What follows belongs to an exercise in optimizing a design on an open flow for small area, a short achievable clock period and few clock cycles per item; a production flow would make more cautious choices.
Only the layout flow was run in this run; the RTL was not checked for function there.
Power is estimated from default activity; no workload was simulated.

<file path="flow/design.v">
module netblk_rx (
    input  wire        clk,
    input  wire        rst,
    input  wire        in_valid,
    output wire        in_ready,
    input  wire [31:0] in_data,
    input  wire [2:0]  in_nbytes,    
    input  wire        in_last,
    output wire        res_valid,
    input  wire        res_ready,
    output reg  [2:0]  res_kind,
    output reg  [31:0] res_src,
    output reg  [7:0]  res_type,
    output reg  [15:0] res_id,
    output reg  [15:0] res_seq,
    output reg  [10:0] res_dlen,
    output reg  [1:0]  res_rstat,
    output reg  [15:0] res_ip_csum,
    output reg  [15:0] res_icmp_csum
);
    localparam KIND_SHORT   = 3'd0;   
    localparam KIND_PROTO   = 3'd1;   
    localparam KIND_ICMP_SH = 3'd2;   
    localparam KIND_REQ     = 3'd3;   
    localparam KIND_REP     = 3'd4;   
    localparam KIND_UNK     = 3'd5;   
    localparam ST_OK      = 2'd0;
    localparam ST_NOROUTE = 2'd1;
    localparam ST_INVALID = 2'd2;
    localparam S_RECV   = 2'd0;
    localparam S_FINISH = 2'd1;
    localparam S_RESULT = 2'd2;
    function [15:0] oc_add;
        input [15:0] a;
        input [15:0] b;
        reg   [16:0] s;
        begin
            s      = {1'b0, a} + {1'b0, b};
            oc_add = s[15:0] + {15'd0, s[16]};
        end
    endfunction
    reg [1:0]  state;
    reg [8:0]  widx;       
    reg [10:0] len;        
    reg [7:0]  proto;
    reg [31:0] src;
    reg [7:0]  icmp_type;
    reg [15:0] id;
    reg [15:0] seq;
    reg [15:0] acc;        
    assign in_ready  = (state == S_RECV);
    assign res_valid = (state == S_RESULT);
    wire accept = in_valid && in_ready;
    reg [31:0] word_masked;
    always @(*) begin
        case (in_nbytes)
            3'd0:    word_masked = 32'h0000_0000;
            3'd1:    word_masked = in_data & 32'hFF00_0000;
            3'd2:    word_masked = in_data & 32'hFFFF_0000;
            3'd3:    word_masked = in_data & 32'hFFFF_FF00;
            default: word_masked = in_data;
        endcase
    end
    wire        is_short  = (len < 11'd20);
    wire        is_icmp   = (proto == 8'd1);
    wire        icmp_sh   = (len < 11'd28);
    wire [10:0] dlen      = len - 11'd28;
    wire        src_lb    = (src[31:24] == 8'd127);
    reg  [2:0]  kind;
    always @(*) begin
        if (is_short)                 kind = KIND_SHORT;
        else if (!is_icmp)            kind = KIND_PROTO;
        else if (icmp_sh)             kind = KIND_ICMP_SH;
        else if (icmp_type == 8'd8)   kind = KIND_REQ;
        else if (icmp_type == 8'd0)   kind = KIND_REP;
        else                          kind = KIND_UNK;
    end
    reg  [1:0]  rstat;
    always @(*) begin
        if (len > 11'd1500)           rstat = ST_INVALID;
        else if (!src_lb)             rstat = ST_NOROUTE;
        else                          rstat = ST_OK;
    end
    wire [15:0] ip_sum   = oc_add(oc_add(16'h0403, {5'd0, len}),
                                  oc_add(src[31:16], src[15:0]));
    wire [15:0] icmp_sum = oc_add(acc, oc_add(id, seq));
    wire        send_ok  = (kind == KIND_REQ) && (rstat == ST_OK);
    always @(posedge clk) begin
        if (rst) begin
            state         <= S_RECV;
            widx          <= 9'd0;
            len           <= 11'd0;
            proto         <= 8'd0;
            src           <= 32'd0;
            icmp_type     <= 8'd0;
            id            <= 16'd0;
            seq           <= 16'd0;
            acc           <= 16'd0;
            res_kind      <= 3'd0;
            res_src       <= 32'd0;
            res_type      <= 8'd0;
            res_id        <= 16'd0;
            res_seq       <= 16'd0;
            res_dlen      <= 11'd0;
            res_rstat     <= 2'd0;
            res_ip_csum   <= 16'd0;
            res_icmp_csum <= 16'd0;
        end else begin
            case (state)
                S_RECV: begin
                    if (accept) begin
                        widx <= widx + 9'd1;
                        len  <= len + {8'd0, in_nbytes};
                        case (widx)
                            9'd2: proto <= word_masked[23:16];
                            9'd3: src   <= word_masked;
                            9'd5: icmp_type <= word_masked[31:24];
                            9'd6: begin
                                id  <= word_masked[31:16];
                                seq <= word_masked[15:0];
                            end
                            default: ;
                        endcase
                        if (widx >= 9'd7)
                            acc <= oc_add(acc, oc_add(word_masked[31:16],
                                                      word_masked[15:0]));
                        if (in_last)
                            state <= S_FINISH;
                    end
                end
                S_FINISH: begin
                    res_kind      <= kind;
                    res_src       <= is_short ? 32'd0 : src;
                    res_type      <= (kind >= KIND_REQ) ? icmp_type : 8'd0;
                    res_id        <= (kind >= KIND_REQ) ? id : 16'd0;
                    res_seq       <= (kind >= KIND_REQ) ? seq : 16'd0;
                    res_dlen      <= (kind >= KIND_REQ) ? dlen : 11'd0;
                    res_rstat     <= (kind == KIND_REQ) ? rstat : ST_OK;
                    res_ip_csum   <= send_ok ? ~ip_sum : 16'd0;
                    res_icmp_csum <= send_ok ? ~icmp_sum : 16'd0;
                    state         <= S_RESULT;
                end
                S_RESULT: begin
                    if (res_ready) begin
                        widx      <= 9'd0;
                        len       <= 11'd0;
                        proto     <= 8'd0;
                        src       <= 32'd0;
                        icmp_type <= 8'd0;
                        id        <= 16'd0;
                        seq       <= 16'd0;
                        acc       <= 16'd0;
                        state     <= S_RECV;
                    end
                end
                default: state <= S_RECV;
            endcase
        end
    end
endmodule
</file>
<file path="flow/constraint.sdc">
create_clock -name core_clock -period 12.0 [get_ports {clk}]
set_input_delay 2.4000 -clock core_clock [delete_from_list [all_inputs] [get_ports {clk}]]
set_output_delay 2.4000 -clock core_clock [all_outputs]
set_load 0.01 [all_outputs]
</file>
<file path="flow/config.mk">
export PLATFORM = sky130hd
export DESIGN_NAME = netblk_rx
export DESIGN_NICKNAME = netblk_rx
export VERILOG_FILES = /design/flow/design.v
export SDC_FILE = /design/flow/constraint.sdc
export NUM_CORES = 4
export LEC_CHECK = 0
export CAP_MARGIN = 20
export CORE_AREA = 5 5 205 205
export DIE_AREA = 0 0 210 210
export SLEW_MARGIN = 20
</file>
<file path="flow/run.sh">
#!/bin/bash
# synth_recipe.tcl (not shown) runs the flow's synth.tcl, then flattens the netlist and writes it again
# the make line also repeats each setting of config.mk as NAME=value (left out here)
make -C /OpenROAD-flow-scripts/flow DESIGN_CONFIG=/design/flow/config.mk WORK_HOME=/design/flow/orfs CLKGATE_MAP_FILE= SYNTH_SCRIPT=/design/flow/synth_recipe.tcl finish
</file>
==> notes.md <==
power groups by stage:
stage               logic [µW]  registers (µW)  clock network (µW)
finish                     250             804                 852
detailed placement         246             821                   0
floorplan                  176             817                   0
global route               274             804                 904
CTS                        248             804                 873
global placement           245             821                   0
routing by layer:
metal,wire length (µm),vias to the layer above,part of all wire (%),global-route usage [%]
li1,-,6857,-,-
met1,23300,6495,49,30.84
met2,19490,404,41,30.32
met3,3249,65,6.9,3.557
met4,1162,0,2.5,5.131
met5,0,-,0,0
how the worst max path moves through the flow:
stage	slack, ps	to	start
final	1440	acc[15]	in_nbytes[1]
after detailed placement	1010	acc[15]	in_nbytes[1]
after CTS	1590	acc[15]	in_nbytes[1]
after global routing	640	acc[15]	in_nbytes[1]
after floorplan	2470	acc[15]	in_nbytes[2]
after global placement	1210	acc[15]	in_nbytes[1]
per-stage QoR:
step	instance area, µm²	hold slack, ps
floorplan	15040	451.8
global placement	17080	439.6
detailed placement	17080	444.8
CTS	17990	453.8
global route	17990	465.9
finish	18000	449.1
tightest hold or removal path: cells and delay by family, from the launching register on:
family / cells / cell delay [ps]
flip-flops: 1 / 300
AND/OR/NAND/NOR: 1 / 50
AO/OA/AOI/OAI: 1 / 50
synth_stat cells, types with 11 or more instances:
| library cell | n | area share [%] |
|---|---|---|
| mux2i_1 | 19 | 1.3 |
| clkbuf_1 | 86 | 2.1 |
| nand4_1 | 12 | 0.50 |
| a211oi_1 | 11 | 0.55 |
| dfxtp_1 | 238 | 32 |
| a21o_1 | 30 | 1.5 |
| o21a_1 | 14 | 0.70 |
| nand2_1 | 223 | 5.6 |
| nor2b_1 | 25 | 1.0 |
| nor2_1 | 185 | 4.6 |
| xnor2_1 | 89 | 5.2 |
| xor2_1 | 74 | 4.3 |
| and2_1 | 30 | 1.2 |
| nand3_1 | 127 | 4.2 |
| a22oi_1 | 74 | 3.7 |
| and3_1 | 36 | 1.5 |
| ha_1 | 122 | 10 |
| o21ai_0 | 40 | 1.3 |
| a21oi_1 | 183 | 6.1 |
| inv_1 | 54 | 1.3 |
| nand2b_1 | 26 | 1.1 |
| nor3_1 | 24 | 0.80 |
| or2_2 | 12 | 0.50 |
registers in the layout, indices dropped and copies added (netlist names):
signal         count
res_ip_csum       16
res_dlen          11
state              2
res_kind           3
widx               9
src               32
res_type           8
proto              8
res_rstat          2
seq               16
id                16
res_id            16
len               11
res_src           32
acc               16
icmp_type          8
res_seq           16
res_icmp_csum     16
final cells by class:
type                            instances  area, µm²
Fill cell                            3925      21640
Multi-Input combinational cell       1502       9747
Sequential cell                       238       4765
Timing Repair Buffer                  175       1718
Clock buffer                           35      747.0
Tap cell                              525      656.9
Inverter                               54      202.7
Clock inverter                         13      158.9
Antenna cell                            1      2.502
kinds of logic (layout without fill, tap and decap cells):
logic type	after synthesis	after routing	synth area share [%]
simple gates	752	752	23.71
xor+xnor	166	166	9.952
flops	238	238	31.69
compound gates	436	436	18.56
fa+ha+maj	129	129	11.08
other cells	0	1	0
mux	19	19	1.265
buf+inv	148	277	3.744
==> results.yml <==
die:
  core.rowCount: 73
  start_util_pct: 37.93
  coreArea_um2: 39640
  die_h_um: 210
  io_pins: 162
  die-area_um2: 44100
  fp.dieW_um: 210
synth:
  yosysWarnings: 1
  synthFlopType: "dfxtp_1"
  synth_cell_types: 74
  synth-edff-count: 0
  synthArstFlopShare_pct: 0
  ys_ff_latch: 238
  synth_area_per_cell_um2: 7.964
  seq_area_frac_synth_pct: 31.69
  syn-num-nets: 2057
  synth_area_um2: 15040
  synth_cells: 1888
timing:
  worst_pin_slew_ps: 1298
  final_max_slew_viol_count: 0
  min_period_ps: 10560
  setup_violations: 0
  period_share_pct: 87.98
  post-route-worst-setup-slack_ps: 1442
  relSlewSlack_pct: 12.69
  fin_skew_ps: 31.22
  hold_violations: 0
  rsz0062_at_grt: "false"
  tns_ps: 0
  fmax_mhz: 94.72
global_routing:
  grt_antenna_before_repair: 1
  grt_pass1_vias: 12769
  grt_pass1_wl_mm: 73.10
  grt_max_degree: 93
  grt_overflow_total: 0
  grtUsageTotal_pct: 20.47
run_status:
  status: "no timing/DRC/antenna violations"
worst_setup_path:
  cp_top_family: "simple AND/OR/NAND/NOR gates"
  rr_worst_depth: 34
  r2r_setup_slack_ps: 4270
  critPathMaxFanout: 15
  r2r_start: "src[16]"
  crit_top_cell: "ha_1"
  startpoint_type: "input port"
  path_buf_inv: 2
  max_stage_delay_ps: 770
  required_ps: 12410
  critical_path_class: "input port to flop"
  crit_cells: 38
  slowest_stage: "nor4_1"
  crit_path_end_kind: "flop"
  r2r-end: "res_ip_csum[15]"
  cp.arrival_ps: 10970
placed_design:
  placedCellCount: 2493
  dp_worst_setup_slack_ps: 1008
  numPortBuffers: 161
  hpwlAfterDp_mm: 36.18
  gp_routability_congestion: 0.8762
hold_path:
  worstHoldPathType: "flop to flop"
  worstHoldStart: "res_seq[14]"
  min_to: "res_seq[14]"
  hold_depth: 2
clocking:
  cts.path.max_buffers: 3
  cts_tree: "yes"
  h-tree-depth: 1
  worstSkewPairLatency_ps: 570
  cts_hold_buf: 0
  cts_setup_buffers: 0
  cts_buffers: 28
  path_clk_slew_ps: 60
  root_buffer: "clkbuf_16"
  cts_sinks: 238
  ctsResizeCount: 0
flow_run:
  drv_cap: 0
route:
  drc: 0
  wirelength_mm: 47.19
  final_antenna_net_count: 0
  wl_per_cell_um: 18.56
  dr.pass1.iters: 8
  vias: 13821
  dr.first_iter.drc_count: 1006
  vias_per_cell: 5.435
layout:
  final_cell_mix: "238 x dfxtp_1, 223 x nand2_1, 184 x nor2_1"
  nNetsFinal: 2168
  layout-drive-gt1-share_pct: 4.412
  area_growth_pct: 19.69
  final_util_pct: 45.40
  final_common_cell: "dfxtp_1"
  final_cells: 2543
power:
  p_total_uw: 1906
  power_switching_uw: 511.8
  cellPowerDensity_nw_per_um2: 105.9
  p_comb_share_pct: 13.1
  ir_drop_mv: 0.1326
  clkPwrFrac_pct: 44.7
  leakage_uw: 0.007113
  swShare_pct: 26.85
  intPower_uw: 1394
  pwr-share-seq_pct: 42.2

## afterwards: timing with drivers on the ports
In the flow no input, the clock included, has a driving cell. The finished layout below was timed again as built, in two steps.
Step 1 assumes that a clkbuf_16 drives the clock port and a buf_2 every other input.
Step 2 adds t to the input delays and takes it off the output delays; t is the mean of the earliest and latest rising clock arrival at the registers after step 1. Input paths then give back, and output paths get back, about the clock's delay inside the block.
Three values: ideal ports, drivers, drivers and shift; two values: the first two.
shift t [ns]: 0.612
setup slack, ns: 1.442 / 1.469 / 0.857
pins driven straight from the clock port: 1
After both steps this run still meets setup and hold. The setup slack of this run moves by +0.027 ns with the drivers and by -0.585 ns with both steps.
